Context: an optimization exercise on an open-source flow, tuned for small area. The choices shown serve that exercise and are no tape-out recipe.
Only simulation tests tie the RTL to the original design; equivalence was not proved.
Power is estimated from default activity; no workload was simulated.

[design/flow/config.mk]
export PLATFORM = sky130hd
export DESIGN_NAME = gfte
export DESIGN_NICKNAME = gfte
export VERILOG_FILES = /design/flow/design.v
export SDC_FILE = /design/flow/constraint.sdc
export NUM_CORES = 8
export LEC_CHECK = 0
export CAP_MARGIN = 20
export CORE_MARGIN = 2
export CORE_UTILIZATION = 20
export PLACE_DENSITY = 0.4
export SLEW_MARGIN = 20
[design/flow/constraint.sdc]
create_clock -name core_clock -period 25.0 [get_ports {clk}]
set_input_delay 5.0000 -clock core_clock [delete_from_list [all_inputs] [get_ports {clk}]]
set_output_delay 5.0000 -clock core_clock [all_outputs]
set_load 0.01 [all_outputs]
[design/flow/design.v]
module gfte (
    input  wire        clk,
    input  wire        rst,         
    input  wire        hsel,
    input  wire        hwrite,
    input  wire [17:0] haddr,
    input  wire [2:0]  hsize,       
    input  wire [31:0] hwdata,
    output reg  [31:0] hrdata,
    output reg         bus_err,
    output reg         tx_valid,
    output reg  [7:0]  tx_data,
    input  wire        tx_ready,
    input  wire        rx_valid,
    input  wire [7:0]  rx_data,
    input  wire        ch_closed,
    input  wire        ch_err,
    input  wire        tick,
    output reg         irq
);
    localparam [7:0] START0      = 8'h01;
    localparam       MAX_PAYLOAD = 8;
    localparam       HDR_LEN     = 4;                         
    localparam       CHK_W       = 1;
    localparam       MAX_FRAME   = HDR_LEN + MAX_PAYLOAD + CHK_W;
    localparam       CAP         = MAX_FRAME;                 
    localparam       WW          = (MAX_PAYLOAD + 3) / 4;     
    localparam       CW          = $clog2(CAP + 1);           
    localparam       IW          = $clog2(MAX_FRAME + 1);     
    localparam [31:0] CFG0_VAL = 32'h0001_0205;
    localparam [31:0] CFG1_VAL = MAX_PAYLOAD;
    localparam [1:0] PH_IDLE = 2'd0, PH_TX = 2'd1, PH_RX = 2'd2, PH_HOLD = 2'd3;
    localparam [2:0] OC_NONE = 3'd0, OC_SUCCESS = 3'd1, OC_NAK = 3'd2,
                     OC_INVALID = 3'd3, OC_TIMEOUT = 3'd4, OC_CHANNEL = 3'd5;
    localparam [3:0] RS_NONE = 4'd0, RS_CHECKSUM = 4'd1, RS_LENGTH = 4'd2,
                     RS_UNEXPECTED = 4'd3, RS_CLOSED = 4'd4, RS_IO_ERROR = 4'd5,
                     RS_DEADLINE = 4'd6;
    localparam [3:0] EC_NONE = 4'd0, EC_PAYLOAD_TOO_LARGE = 4'd1, EC_BAD_TIMEOUT = 4'd2,
                     EC_EXEC_WHILE_BUSY = 4'd3, EC_WRITE_WHILE_BUSY = 4'd4,
                     EC_RESERVED_OP = 4'd5;
    reg [1:0]    phase;
    reg          done, err;
    reg [3:0]    err_code;
    reg [2:0]    outcome;
    reg [3:0]    reason;
    reg [31:0]   req;           
    reg [15:0]   tx_len;
    reg [25:0]   policy;        
    reg [7:0]    rsp_addr, rsp_cmd_rx;
    reg [15:0]   rx_len;
    reg [7:0]    nak_code;
    reg          nak_valid;
    reg [8:0]    attempts;
    reg [15:0]   dl;
    reg [IW-1:0] txidx;
    reg [7:0]    rxbuf [0:CAP-1];
    reg [CW-1:0] rxcnt;
    reg          inv_seen;
    reg [3:0]    inv_rsn, fail_rsn;
    reg [7:0]    txp [0:MAX_PAYLOAD-1];
    reg [7:0]    rxp [0:MAX_PAYLOAD-1];
    wire [7:0]  req_addr    = req[7:0];
    wire [7:0]  req_cmd     = req[15:8];
    wire [7:0]  req_rsp_cmd = req[23:16];
    wire [7:0]  req_nak_cmd = req[31:24];
    wire [15:0] pol_timeout = policy[15:0];
    wire [7:0]  pol_max_ret = policy[23:16];
    wire        pol_rt_to   = policy[24];
    wire        pol_rt_ch   = policy[25];
    integer i, k;
    wire size_ok = (hsize == 3'd4) && (haddr[1:0] == 2'b00);
    wire is_csr  = (haddr[17:6] == 12'd0) && (haddr[5:2] <= 4'd10);
    wire is_txw  = (haddr[17:16] == 2'b01) && (haddr[15:2] < WW);
    wire is_rxw  = (haddr[17:16] == 2'b10) && (haddr[15:2] < WW);
    wire mapped  = size_ok && (is_csr || is_txw || is_rxw);
    wire [13:0] word = haddr[15:2];
    wire host_rd = hsel && !hwrite && !rst;
    wire host_wr = hsel &&  hwrite && !rst && mapped;
    reg [7:0] tx_chk;
    always @(*) begin
        tx_chk = req_addr ^ req_cmd ^ tx_len[7:0];
        for (i = 0; i < MAX_PAYLOAD; i = i + 1)
            if (i < tx_len)
                tx_chk = tx_chk ^ txp[i];
    end
    always @(*) begin
        tx_valid = !rst && (phase == PH_TX);
        tx_data  = 8'h00;
        if (tx_valid) begin
            if (txidx == 0)
                tx_data = START0;
            else if (txidx == 1)
                tx_data = req_addr;
            else if (txidx == 2)
                tx_data = req_cmd;
            else if (txidx == 3)
                tx_data = tx_len[7:0];
            else if (txidx < HDR_LEN + tx_len)
                tx_data = txp[txidx - HDR_LEN];
            else
                tx_data = tx_chk;
        end
        irq = !rst && (done || err);
    end
    always @(*) begin
        hrdata  = 32'd0;
        bus_err = hsel && !rst && !mapped;
        if (host_rd && mapped) begin
            if (is_csr) begin
                case (haddr[5:2])
                    4'd0:  hrdata = CFG0_VAL;
                    4'd1:  hrdata = CFG1_VAL;
                    4'd2:  hrdata = 32'd0;                     
                    4'd3:  hrdata = {12'd0, reason, 2'd0, phase, 1'b0, outcome,
                                     err_code, 1'b0, err, done, (phase != PH_IDLE)};
                    4'd4:  hrdata = req;
                    4'd5:  hrdata = {16'd0, tx_len};
                    4'd6:  hrdata = {6'd0, policy};
                    4'd7:  hrdata = {rx_len, rsp_cmd_rx, rsp_addr};
                    4'd8:  hrdata = {23'd0, nak_valid, nak_code};
                    4'd9:  hrdata = {23'd0, attempts};
                    4'd10: hrdata = {16'd0, dl};
                    default: hrdata = 32'd0;
                endcase
            end else begin
                for (k = 0; k < 4; k = k + 1)
                    if (word * 4 + k < MAX_PAYLOAD)
                        hrdata[8*k +: 8] = is_txw ? txp[word * 4 + k] : rxp[word * 4 + k];
            end
        end
    end
    reg [7:0]    bb    [0:CAP-1];     
    reg [CW-1:0] nb;                  
    reg [CAP:0]  adv1, unex, term, bad_len, bad_chk;
    reg [7:0]    flen  [0:CAP];       
    reg [7:0]    plen, pchk;
    reg [CAP:0]  reach, stop;
    reg          w_term, w_inv;
    reg [3:0]    w_inv_rsn;
    reg [CW-1:0] w_s;
    reg [7:0]    w_addr, w_cmd, w_len;
    reg [7:0]    w_pay [0:MAX_PAYLOAD-1];
    reg [7:0]    w_buf [0:CAP-1];
    reg [CW-1:0] w_cnt;
    function [7:0] bbyte(input integer idx);
        bbyte = (idx < CAP) ? bb[idx] : 8'h00;
    endfunction
    always @(*) begin
        for (i = 0; i < CAP; i = i + 1)
            bb[i] = (i == rxcnt) ? rx_data : rxbuf[i];
        nb = rxcnt + 1'b1;
        for (i = 0; i <= CAP; i = i + 1) begin
            plen = bbyte(i + 3);
            pchk = 8'h00;
            for (k = 1; k <= HDR_LEN + MAX_PAYLOAD; k = k + 1)
                pchk = pchk ^ (bbyte(i + k) & {8{k <= HDR_LEN + plen}});
            flen[i] = HDR_LEN + plen + CHK_W;
            adv1[i]    = 1'b0;
            unex[i]    = 1'b0;
            term[i]    = 1'b0;
            bad_len[i] = 1'b0;
            bad_chk[i] = 1'b0;
            if (i < nb) begin
                if (bbyte(i) != START0)
                    adv1[i] = 1'b1;
                else if (i + HDR_LEN <= nb) begin
                    if (plen > MAX_PAYLOAD) begin
                        adv1[i]    = 1'b1;
                        bad_len[i] = 1'b1;
                    end else if (i + flen[i] <= nb) begin
                        if (pchk != 8'h00) begin
                            adv1[i]    = 1'b1;
                            bad_chk[i] = 1'b1;
                        end else if (bbyte(i + 2) == req_nak_cmd || bbyte(i + 2) == req_rsp_cmd)
                            term[i] = 1'b1;
                        else
                            unex[i] = 1'b1;
                    end
                end
            end
        end
        reach[0] = 1'b1;
        for (i = 1; i <= CAP; i = i + 1) begin
            reach[i] = reach[i - 1] && adv1[i - 1];
            for (k = 0; k < i; k = k + 1)
                if (reach[k] && unex[k] && flen[k] == i - k)
                    reach[i] = 1'b1;
        end
        stop = reach & ~adv1 & ~unex;
        w_inv     = 1'b0;
        w_inv_rsn = RS_NONE;
        for (i = 0; i <= CAP; i = i + 1) begin
            if (reach[i] && bad_chk[i]) begin
                w_inv = 1'b1; w_inv_rsn = RS_CHECKSUM;
            end
            if (reach[i] && bad_len[i]) begin
                w_inv = 1'b1; w_inv_rsn = RS_LENGTH;
            end
            if (reach[i] && unex[i]) begin
                w_inv = 1'b1; w_inv_rsn = RS_UNEXPECTED;
            end
        end
        w_term = |(stop & term);
        w_s    = 0;
        w_addr = 8'h00; w_cmd = 8'h00; w_len = 8'h00;
        for (k = 0; k < MAX_PAYLOAD; k = k + 1)
            w_pay[k] = 8'h00;
        for (k = 0; k < CAP; k = k + 1)
            w_buf[k] = 8'h00;
        for (i = 0; i <= CAP; i = i + 1) begin
            if (stop[i]) begin
                w_s    = w_s | i;
                w_addr = w_addr | bbyte(i + 1);
                w_cmd  = w_cmd  | bbyte(i + 2);
                w_len  = w_len  | bbyte(i + 3);
                for (k = 0; k < MAX_PAYLOAD; k = k + 1)
                    w_pay[k] = w_pay[k] | bbyte(i + HDR_LEN + k);
                for (k = 0; k < CAP; k = k + 1)
                    w_buf[k] = w_buf[k] | bbyte(i + k);
            end
        end
        w_cnt = nb - w_s;
    end
    reg [1:0]    n_phase;
    reg          n_done, n_err;
    reg [3:0]    n_err_code;
    reg [2:0]    n_outcome;
    reg [3:0]    n_reason;
    reg [31:0]   n_req;
    reg [15:0]   n_tx_len;
    reg [25:0]   n_policy;
    reg [7:0]    n_rsp_addr, n_rsp_cmd_rx;
    reg [15:0]   n_rx_len;
    reg [7:0]    n_nak_code;
    reg          n_nak_valid;
    reg [8:0]    n_attempts;
    reg [15:0]   n_dl;
    reg [IW-1:0] n_txidx;
    reg [CW-1:0] n_rxcnt;
    reg          rxbuf_we;       
    reg          n_inv_seen;
    reg [3:0]    n_inv_rsn, n_fail_rsn;
    reg          rxp_we;         
    reg          txp_we;         
    reg [2:0]    fail_kind;
    reg [3:0]    fail_rsn_v;
    reg          busy;
    always @(*) begin
        n_phase      = phase;
        n_done       = done;
        n_err        = err;
        n_err_code   = err_code;
        n_outcome    = outcome;
        n_reason     = reason;
        n_req        = req;
        n_tx_len     = tx_len;
        n_policy     = policy;
        n_rsp_addr   = rsp_addr;
        n_rsp_cmd_rx = rsp_cmd_rx;
        n_rx_len     = rx_len;
        n_nak_code   = nak_code;
        n_nak_valid  = nak_valid;
        n_attempts   = attempts;
        n_dl         = dl;
        n_txidx      = txidx;
        n_rxcnt      = rxcnt;
        rxbuf_we     = 1'b0;
        n_inv_seen   = inv_seen;
        n_inv_rsn    = inv_rsn;
        n_fail_rsn   = fail_rsn;
        rxp_we       = 1'b0;
        txp_we       = 1'b0;
        fail_kind    = OC_NONE;
        fail_rsn_v   = RS_NONE;
        busy         = 1'b0;
        if (n_phase == PH_TX && tx_ready) begin
            n_txidx = txidx + 1'b1;
            if (n_txidx == HDR_LEN + tx_len + CHK_W)
                n_phase = PH_RX;
        end
        if (rx_valid && n_phase == PH_RX) begin
            if (w_term) begin
                n_rsp_addr   = w_addr;
                n_rsp_cmd_rx = w_cmd;
                n_rx_len     = {8'd0, w_len};
                rxp_we       = 1'b1;
                if (w_cmd == req_nak_cmd) begin
                    n_nak_valid = (w_len != 8'd0);
                    n_nak_code  = (w_len != 8'd0) ? w_pay[0] : 8'h00;
                    n_outcome   = OC_NAK;
                end else begin
                    n_outcome   = OC_SUCCESS;
                end
                n_phase    = PH_IDLE;
                n_done     = 1'b1;
                n_reason   = RS_NONE;
                n_rxcnt    = 0;
                n_txidx    = 0;
                n_dl       = 16'd0;
                n_inv_seen = 1'b0;
                n_inv_rsn  = RS_NONE;
                n_fail_rsn = RS_NONE;
            end else begin
                rxbuf_we = 1'b1;
                n_rxcnt  = w_cnt;
                if (w_inv) begin
                    n_inv_seen = 1'b1;
                    n_inv_rsn  = w_inv_rsn;
                end
            end
        end
        if ((n_phase == PH_TX || n_phase == PH_RX) && (ch_closed || ch_err)) begin
            n_phase    = PH_HOLD;
            n_fail_rsn = ch_closed ? RS_CLOSED : RS_IO_ERROR;
            n_rxcnt    = 0;
        end
        if (tick && n_phase != PH_IDLE) begin
            n_dl = n_dl - 1'b1;
            if (n_dl == 16'd0) begin
                case (n_phase)
                    PH_TX: begin
                        fail_kind = OC_TIMEOUT; fail_rsn_v = RS_DEADLINE;
                    end
                    PH_RX: begin
                        if (n_inv_seen) begin
                            fail_kind = OC_INVALID; fail_rsn_v = n_inv_rsn;
                        end else begin
                            fail_kind = OC_TIMEOUT; fail_rsn_v = RS_DEADLINE;
                        end
                    end
                    default: begin
                        fail_kind = OC_CHANNEL; fail_rsn_v = n_fail_rsn;
                    end
                endcase
                if (((fail_kind == OC_TIMEOUT && pol_rt_to) ||
                     (fail_kind != OC_TIMEOUT && pol_rt_ch)) &&
                    (n_attempts <= {1'b0, pol_max_ret})) begin
                    n_attempts = n_attempts + 1'b1;
                    n_phase    = PH_TX;
                    n_txidx    = 0;
                    n_dl       = pol_timeout;
                    n_rxcnt    = 0;
                    n_inv_seen = 1'b0;
                    n_inv_rsn  = RS_NONE;
                    n_fail_rsn = RS_NONE;
                end else begin
                    n_phase    = PH_IDLE;
                    n_done     = 1'b1;
                    n_outcome  = fail_kind;
                    n_reason   = fail_rsn_v;
                    n_rxcnt    = 0;
                    n_txidx    = 0;
                    n_dl       = 16'd0;
                    n_inv_seen = 1'b0;
                    n_inv_rsn  = RS_NONE;
                    n_fail_rsn = RS_NONE;
                end
            end
        end
        busy = (n_phase != PH_IDLE);
        if (host_wr) begin
            if (is_txw) begin
                if (busy) begin
                    n_err = 1'b1; n_err_code = EC_WRITE_WHILE_BUSY;
                end else begin
                    txp_we = 1'b1;
                end
            end else if (is_csr) begin
                case (haddr[5:2])
                    4'd2: begin    
                        case (hwdata[1:0])
                            2'd1: begin
                                if (busy) begin
                                    n_err = 1'b1; n_err_code = EC_EXEC_WHILE_BUSY;
                                end else if (n_tx_len > MAX_PAYLOAD) begin
                                    n_err = 1'b1; n_err_code = EC_PAYLOAD_TOO_LARGE;
                                end else if (n_policy[15:0] == 16'd0) begin
                                    n_err = 1'b1; n_err_code = EC_BAD_TIMEOUT;
                                end else begin
                                    n_done       = 1'b0;
                                    n_outcome    = OC_NONE;
                                    n_reason     = RS_NONE;
                                    n_rsp_addr   = 8'h00;
                                    n_rsp_cmd_rx = 8'h00;
                                    n_rx_len     = 16'd0;
                                    n_nak_code   = 8'h00;
                                    n_nak_valid  = 1'b0;
                                    n_attempts   = 9'd1;
                                    n_phase      = PH_TX;
                                    n_txidx      = 0;
                                    n_dl         = n_policy[15:0];
                                    n_rxcnt      = 0;
                                    n_inv_seen   = 1'b0;
                                    n_inv_rsn    = RS_NONE;
                                    n_fail_rsn   = RS_NONE;
                                end
                            end
                            2'd2: begin
                                n_done = 1'b0; n_err = 1'b0; n_err_code = EC_NONE;
                            end
                            2'd3: begin
                                n_err = 1'b1; n_err_code = EC_RESERVED_OP;
                            end
                            default: ;
                        endcase
                    end
                    4'd4: begin    
                        if (busy) begin
                            n_err = 1'b1; n_err_code = EC_WRITE_WHILE_BUSY;
                        end else
                            n_req = hwdata;
                    end
                    4'd5: begin    
                        if (busy) begin
                            n_err = 1'b1; n_err_code = EC_WRITE_WHILE_BUSY;
                        end else
                            n_tx_len = hwdata[15:0];
                    end
                    4'd6: begin    
                        if (busy) begin
                            n_err = 1'b1; n_err_code = EC_WRITE_WHILE_BUSY;
                        end else
                            n_policy = hwdata[25:0];
                    end
                    default: ;     
                endcase
            end
        end
    end
    always @(posedge clk) begin
        if (rst) begin
            phase      <= PH_IDLE;
            done       <= 1'b0;
            err        <= 1'b0;
            err_code   <= EC_NONE;
            outcome    <= OC_NONE;
            reason     <= RS_NONE;
            req        <= 32'd0;
            tx_len     <= 16'd0;
            policy     <= 26'h300_0000;
            rsp_addr   <= 8'h00;
            rsp_cmd_rx <= 8'h00;
            rx_len     <= 16'd0;
            nak_code   <= 8'h00;
            nak_valid  <= 1'b0;
            attempts   <= 9'd0;
            dl         <= 16'd0;
            txidx      <= 0;
            rxcnt      <= 0;
            inv_seen   <= 1'b0;
            inv_rsn    <= RS_NONE;
            fail_rsn   <= RS_NONE;
        end else begin
            phase      <= n_phase;
            done       <= n_done;
            err        <= n_err;
            err_code   <= n_err_code;
            outcome    <= n_outcome;
            reason     <= n_reason;
            req        <= n_req;
            tx_len     <= n_tx_len;
            policy     <= n_policy;
            rsp_addr   <= n_rsp_addr;
            rsp_cmd_rx <= n_rsp_cmd_rx;
            rx_len     <= n_rx_len;
            nak_code   <= n_nak_code;
            nak_valid  <= n_nak_valid;
            attempts   <= n_attempts;
            dl         <= n_dl;
            txidx      <= n_txidx;
            rxcnt      <= n_rxcnt;
            inv_seen   <= n_inv_seen;
            inv_rsn    <= n_inv_rsn;
            fail_rsn   <= n_fail_rsn;
        end
    end
    always @(posedge clk) begin
        if (!rst && rxbuf_we)
            for (i = 0; i < CAP; i = i + 1)
                rxbuf[i] <= w_buf[i];
    end
    always @(posedge clk) begin
        if (!rst && txp_we)
            for (k = 0; k < 4; k = k + 1)
                if (word * 4 + k < MAX_PAYLOAD)
                    txp[word * 4 + k] <= hwdata[8*k +: 8];
        if (!rst && rxp_we)
            for (k = 0; k < MAX_PAYLOAD; k = k + 1)
                if (k < w_len)
                    rxp[k] <= w_pay[k];
    end
endmodule
[design/flow/run.sh]
#!/bin/bash
# synth_recipe.tcl (not shown) runs the flow's synth.tcl, then flattens the netlist and writes it again
# the make line also repeats each setting of config.mk as NAME=value (left out here)
make -C /OpenROAD-flow-scripts/flow DESIGN_CONFIG=/design/flow/config.mk WORK_HOME=/design/flow/orfs CLKGATE_MAP_FILE= SYNTH_SCRIPT=/design/flow/synth_recipe.tcl finish
==> flow_summary.ini <==
[status]
status = timing/DRC/antenna clean

[route]
ant_nets = 0
drc = 0
via_per_inst = 6.002
drt_iter0_drc = 8482
via_count = 53970
drt-wirelength-per-cell_um = 37.82
wirelength_um = 340100
drt_first_pass_iters = 14

[pwr]
leakage_nw = 18.84
power.total_w = 0.001544
p_per_area_mw_per_mm2 = 28.27
irDropWorstVdd_v = 0.00004992

[layout]
area_growth_pct = 16.66
nets = 6049
n_fill_cell = 25540
final-instance-count-excl-fill = 8993
layout-drive-gt1-share_pct = 11.90

[global_routing]
antenna_found_initial = 41
grt_use_total_pct = 27.38
grt_max_degree = 67
grt_pass1_vias = 48950
gr-usage-met3_pct = 8.648
busiest_layer = met2
overflow = 0
met2_usage_pct = 39.03
grt_pass1_wl_um = 449700
met1_usage_pct = 36.10

[die]
core_mm2 = 0.2328
ios = 113
die_w_um = 487.9
dieArea_mm2 = 0.2380
dieHeight_um = 487.9
initial_core_util_pct = 20.12
rows = 177

[min_path]
hold_path.class = reg -> reg
holdPathEnd = inv_rsn[2]$_SDFF_PP0_
hold_path_depth = 2
hp-start = inv_rsn[2]$_SDFF_PP0_

[cts]
clockBufferDepth = 3
cts_hold_buf = 0
postCtsSetupBuffers = 0
cts_tree = done
clk_latency_ns = 0.67
cts.clk_slew.worst_paths_ns = 0.06
cts_root_buf = clkbuf_16
cts.sinks = 404
cts_resized = 0
cts_made_buffers = 51
h-tree-depth = 2

[setup_path]
critical-path-max-stage-delay_ns = 0.86
rr_worst_depth = 39
rrSetupSlack_ns = 7.99
timing.rr.start = rxcnt[0]$_SDFF_PP0_
arrival_ns = 19.88
cp_max_fo = 45
critPathKind = in -> reg
endpoint_kind = flop
critPathSlowestCell = nor3_2
reg2reg_to = txp[4][4]$_DFFE_PP_
cp-start-kind = input port
cp.required_ns = 25.30

[logic_synthesis]
synth_edf_count = 232
ys.flop_type = edfxtp_1
syn_area_mm2 = 0.04683
yosysSeqAreaShare_pct = 22.23
ys_ff_latch = 404
yosysWarnings = 7
synth_nets = 6051
synth_cell_types = 111
syn-instance-count = 5798
synth.avg_cell_area_um2 = 8.077
synthArstFlopShare_pct = 0

[sta]
finClkSkew_ns = 0.04129
relSlewSlack_pct = 15.37
grt_setup_unrepaired = false
drv_slew = 0
hold_viol_final = 0
setup_violations = 0
fin_crit_ns = 19.58
fmaxAchievable_mhz = 51.07
timing.hold.ws_ns = 0.4464
worst_pin_slew_ns = 1.260
tns_ns = 0
fin_crit_sh_pct = 78.32

[place]
hpwl_um = 245200
dp.cells = 8873
gp_congestion = 1.042
port_buffers = 112

[flow_run]
drv_cap = 0
-- state kept, by name (all words and copies together), names as in the netlist, 8 cells and up --
register	flops
tx_len	16
rsp_cmd_rx	8
nak_code	8
rx_len	16
attempts	9
req	32
rsp_addr	8
policy	26
dl	16
txp	64
rxp	64
rxbuf	104
-- routing by layer --
metal	vias to the layer above	part of all wire, %
li1	21880	-
met1	26820	41
met2	4188	40
met3	1062	12
met4	20	7.1
met5	-	0.038
-- cell usage after synthesis (83+ instances only) --
library cell	count	area share [%]
edfxtp_1	232	15
nand3_1	157	1.7
inv_1	123	0.99
o21ai_0	308	3.3
a221oi_1	125	2.3
dfxtp_1	172	7.4
nor4_1	83	1.1
nand2_1	491	3.9
xor2_1	91	1.7
o221ai_1	127	2.4
clkbuf_1	364	2.9
o22ai_1	95	1.3
mux2i_1	250	5.3
xnor2_1	564	11
a21oi_1	354	3.8
nor2_1	565	4.5
ha_1	182	4.9
nor3_1	124	1.3
-- power breakdown --
| group | internal, W | switching, W | leakage [nW] |
|---|---|---|---|
| registers | 0.000697 | 0.00000000000626 | 3.47 |
| clock network | 0.000432 | 0.000345 | 0.805 |
| logic | 0.0000200 | 0.0000501 | 14.6 |
-- placed cells by master, fill, tap and decap left out, types with 41 or more instances in the layout --
master	n
nand2_1	491
nor2_1	560
a222oi_1	45
buf_4	307
mux2i_1	198
dfxtp_1	172
mux2_2	59
nand4_1	62
a21oi_1	352
nor2b_1	50
mux4_2	49
o22ai_1	95
xnor3_1	41
nand2b_1	54
xnor2_1	564
a22oi_1	63
edfxtp_1	232
and2_1	51
o221ai_1	127
a211oi_1	66
o21ai_0	301
a31oi_1	64
nor4_1	78
a221oi_1	124
nor3_1	117
clkbuf_16	55
clkdlybuf4s50_1	103
ha_1	182
xor2_1	91
inv_1	120
nand3_1	156
o211ai_1	46
-- logic make-up (layout without fill, tap and decap cells) --
family          count (synthesis)  after routing  synth area share, %
flops                         404            404                22.23
xor+xnor                      698            698                14.32
simple gates                 1846           1846                18.81
fa+ha+maj                     184            184                4.927
buf+inv                       614            655                5.143
compound gates               1691           1691                25.37
other cells                     0             22                    0
mux                           361            361                9.202
-- worst max-delay path, delay by kind of cell --
kind | cells | cell delay [ns]
buffers and inverters | 5 | 2.14
AOI/OAI and AO/OA | 15 | 6.99
adders and majority gates | 3 | 1.08
muxes | 1 | 0.42
and+or+nand+nor | 9 | 3.51
xor gates and xnor gates | 3 | 0.63
-- worst max path at each step --
stage,from,endpoint,slack (ns),cells past startpoint
after floorplan,rx_data[3],rxbuf[0][0]$_DFFE_PP_,7.96,31
after global placement,rx_data[3],txp[0][1]$_DFFE_PP_,5.19,37
after detailed placement,rx_data[3],txp[0][6]$_DFFE_PP_,5.25,37
after CTS,rx_data[3],txp[0][6]$_DFFE_PP_,5.95,37
after global routing,rx_data[1],txp[0][5]$_DFFE_PP_,5.04,37
final,rx_data[1],txp[4][4]$_DFFE_PP_,5.42,36
-- stage by stage --
stage / util (%) / instance area [um^2] / setup WS (ns)
2_1_floorplan: - / 46830 / 7.961
3_3_place_gp: 22.69 / 52810 / 5.186
3_5_place_dp: 22.70 / 52840 / 5.245
4_1_cts: 23.43 / 54540 / 5.950
5_1_grt: 23.45 / 54580 / 5.041
6_report: 23.47 / 54630 / 5.421
-- area by class of cell --
class	count	area, um^2	area share (%)
Clock inverter	25	245.2	0.4489
Antenna cell	22	55.05	0.1008
Sequential cell	404	10410	19.05
Clock buffer	71	1456	2.666
Inverter	139	521.8	0.9550
Multi-Input combinational cell	4780	34640	63.40
Timing Repair Buffer	420	3388	6.202
Tap cell	3132	3919	7.173

static timing again, ports no longer ideal:
The results above use ideal ports. As a check the final layout listed here was re-extracted and re-timed, cells and wires unchanged.
Step 1 sets driving cells, clkbuf_16 on the clock port and buf_2 on the other inputs (assumed; they add their load-dependent delay and slew).
Step 2 moves the port delays by t, midway between the first and last clock arrival at a register: inputs arrive t later, outputs are due t later. That takes back most of the time a late clock gives input paths.
Slacks: ideal ports / drivers / drivers and shift; pairs: ideal ports / drivers.
t (ns): 0.722
slack for setup (ns): 5.421 / 5.465 / 4.743
worst data-port slew with drivers (ns): 0.07
After both steps this run still meets setup and hold. The setup slack of this run moves by +0.044 ns with the drivers and by -0.678 ns with both steps.
